From an optimization exercise on the open Yosys and OpenROAD flow, aimed at small area; shortcuts taken in it are not production practice. In this exercise RTL edits were held to simulation tests only and were not proved equivalent to the original. Power and IR drop assume default switching activity.

## oak
==> flow/design.v (excerpt) <==
module saes_core (
    input  wire        clk,
    input  wire        rst,      
    input  wire        req,
    input  wire        we,
    input  wire [3:0]  addr,
    input  wire [15:0] wdata,
    output reg         ack,
    output wire [15:0] rdata
);
Settings: LEC_CHECK=0, ABC_AREA=1, CAP_MARGIN=20, CORE_MARGIN=2, CORE_UTILIZATION=40, CTS_BUF_LIST=sky130_fd_sc_hd__clkbuf_8, CTS_CLUSTER_DIAMETER=100, CTS_CLUSTER_SIZE=20, GPL_TIMING_DRIVEN=0, SLEW_MARGIN=20; clock period 20.0 ns.
standard.sh (not shown) runs the stock make flow with config.mk's settings and CLKGATE_MAP_FILE= SYNTH_SCRIPT=/design/flow/synth_recipe.tcl, a recipe that flattens the netlist after the stock synthesis.
==> flow/flow/run.sh <==
#!/bin/bash
# Own layout flow: the standard flow, except that
#  - synthesis maps the logic with an area-oriented ABC script
#    (flow/abc_area.script), as the best of several seeds (flow/abc_multi.tcl),
#    and without Yosys's adder extraction;
#  - the port buffers are the smallest buffer;
#  - clock tree synthesis inserts no dummy loads.
# The registers, their names and cell types are those of the standard synthesis.
set -euo pipefail
WORK=$(pwd)

# ORFS scripts with our ABC step in place of the single ABC call
rm -rf "$WORK/scripts_area"
cp -r "$FLOW_HOME/scripts" "$WORK/scripts_area"
python3 - "$WORK/scripts_area/synth.tcl" "$WORK/flow/abc_multi.tcl" <<'PY'
import sys
path, multi = sys.argv[1], sys.argv[2]
s = open(path).read()
old = "  log_cmd abc {*}$abc_args\n"
assert s.count(old) == 1
s = s.replace(old, "  source %s\n" % multi)
open(path, "w").write(s)
PY
export FLOW_ABC_TEMPLATE="$WORK/flow/abc_area.script"

bash standard.sh synth SCRIPTS_DIR="$WORK/scripts_area" ADDER_MAP_FILE= \
    > "$WORK/synth.log" 2>&1
CTS="-repair_clock_nets -buf_list sky130_fd_sc_hd__clkbuf_8 -dont_use_dummy_load"
bash standard.sh finish "BUFFER_PORTS_ARGS=-buffer_cell sky130_fd_sc_hd__buf_1" "CTS_ARGS=$CTS" \
    > "$WORK/layout.log" 2>&1
test -f "$WORK/out/final.def"
==> flow/flow/abc_area.script <==
strash
&get -n
&deepsyn -S @SEED@ -T 60
&dch
&nf -R 1000
&put
topo
==> flow/flow/abc_multi.tcl <==
# Sourced by synthesis in place of its single ABC call: map the logic several
# times with flow/abc_area.script, each time with another deepsyn seed
# (@SEED@), and keep the mapping with the smallest area.
set abc_tries 1
design -save abc_pre
set best_area ""
set best_i -1
for {set i 0} {$i < $abc_tries} {incr i} {
  design -load abc_pre
  set in [open $::env(FLOW_ABC_TEMPLATE) r]
  set txt [read $in]
  close $in
  set sc $::env(OBJECTS_DIR)/abc_try_$i.script
  set out [open $sc w]
  puts -nonewline $out [string map [list @SEED@ $i] $txt]
  close $out
  set try_args $abc_args
  lset try_args [expr {[lsearch -exact $try_args -script] + 1}] $sc
  log_cmd abc {*}$try_args
  set rpt $::env(OBJECTS_DIR)/abc_try_$i.stat
  tee -q -o $rpt stat {*}$lib_args
  set fh [open $rpt r]
  set st [read $fh]
  close $fh
  regexp {Chip area for module '[^']*': ([0-9.]+)} $st -> area
  puts "ABC try $i: area $area"
  if { $best_area eq "" || $area < $best_area } {
    set best_area $area
    set best_i $i
    design -save abc_best
  }
}
design -load abc_best
puts "ABC best try $best_i: area $best_area"
diff inputs: oak => pine
--- a/flow/flow/run.sh
+++ b/flow/flow/run.sh
@@ -28 +28,2 @@
-CTS="-repair_clock_nets -buf_list sky130_fd_sc_hd__clkbuf_8 -dont_use_dummy_load"
+CTS="-sink_clustering_enable -repair_clock_nets -sink_clustering_size 20"
+CTS="$CTS -sink_clustering_max_diameter 100 -buf_list sky130_fd_sc_hd__clkbuf_8 -dont_use_dummy_load"
--- a/flow/flow/abc_multi.tcl
+++ b/flow/flow/abc_multi.tcl
@@ -4 +4 @@
-set abc_tries 1
+set abc_tries 6
[summary]
- Register-to-register setup slack (higher): oak
- oak → pine: routed wire length went down by about 1.1%; final critical-path share of the clock period went up by 3.8 points.
- Power drawn by the combinational cells: oak vs pine, no meaningful difference
- Relative to oak, met2 capacity usage during global routing has gone up in pine.
- Area after synthesis: pine < oak
- The fraction of area in registers of oak and that of pine are within noise of each other.
- In the reports for oak and pine, the larger non-clock buffer contribution to total cell area belongs to pine.
- Of the two candidates, oak has the better final period demand of the worst path and pine the worse one.
- Taking oak as the reference, in pine combinational cell fraction of total power comparable; worst setup margin now smaller.
diff inputs: pine => birch
- GPL_TIMING_DRIVEN no longer set, was 0
--- outcome ---
When the final numbers for pine and birch were put side by side, the final clock period utilization by the worst path turned out to be greater in pine.
Compared with pine, in birch final cell area excluding filler cells level, routed length on met2 moved up, antenna diode count moved up.
In the metrics for pine and birch, the one carrying the lower normalized max-slew margin is birch.
Re least setup slack across all paths after layout: pine was lower than birch.
Leakage power essentially unchanged between pine and birch.
On critical path data required time, pine and birch are basically level.
Changes in maple relative to birch:
- GPL_TIMING_DRIVEN newly set to 0
--- a/flow/flow/abc_multi.tcl
+++ b/flow/flow/abc_multi.tcl
@@ -4 +4 @@
-set abc_tries 6
+set abc_tries 1
ring[4] as the critical path capture point was reported by maple, and ring[8] by birch.
Count of nets left with antenna violations after detail routing: maple vs birch identical
maple vs birch — via count dropped slightly
The clock latency on the worst-skew pair was comparable across birch and maple.
birch and maple ended up with roughly the same final area.
Cmp birch and maple / die area / higher: maple
Delta (maple minus birch): global-route usage now smaller, non-filler instance count after layout now larger, area after synthesis now larger.

afterwards: timing with drivers on the ports:
No port has a modelled driver above. Below, the same layouts with a new extraction and two added sets of constraints.
Step 1 (the two cells are an assumption about what drives the block):
set clk [get_ports {clk}]
set_driving_cell -lib_cell sky130_fd_sc_hd__clkbuf_16 $clk
set_driving_cell -lib_cell sky130_fd_sc_hd__buf_2 [delete_from_list [all_inputs] $clk]
Step 2 moves the port delays by t, midway between the first and last clock arrival at a register: inputs arrive t later, outputs are due t later. That takes back most of the time a late clock gives input paths.
Slacks: ideal ports / drivers / drivers and shift; pairs: ideal ports / drivers.
run | shift t [ns] | setup WS [ns] | hold WS [ns]
oak | 0.474 | 12.310 / 12.327 / 11.853 | 0.309 / 0.309 / 0.309
pine | 0.467 | 11.550 / 11.555 / 11.088 | 0.300 / 0.300 / 0.300
birch | 0.468 | 11.814 / 11.823 / 11.355 | 0.295 / 0.295 / 0.295
maple | 0.474 | 12.310 / 12.327 / 11.853 | 0.309 / 0.309 / 0.309
After both steps every run listed still meets setup and hold. For pine, which loses most, drivers alone change the setup slack by +0.005 ns; drivers and shift together by -0.462 ns.
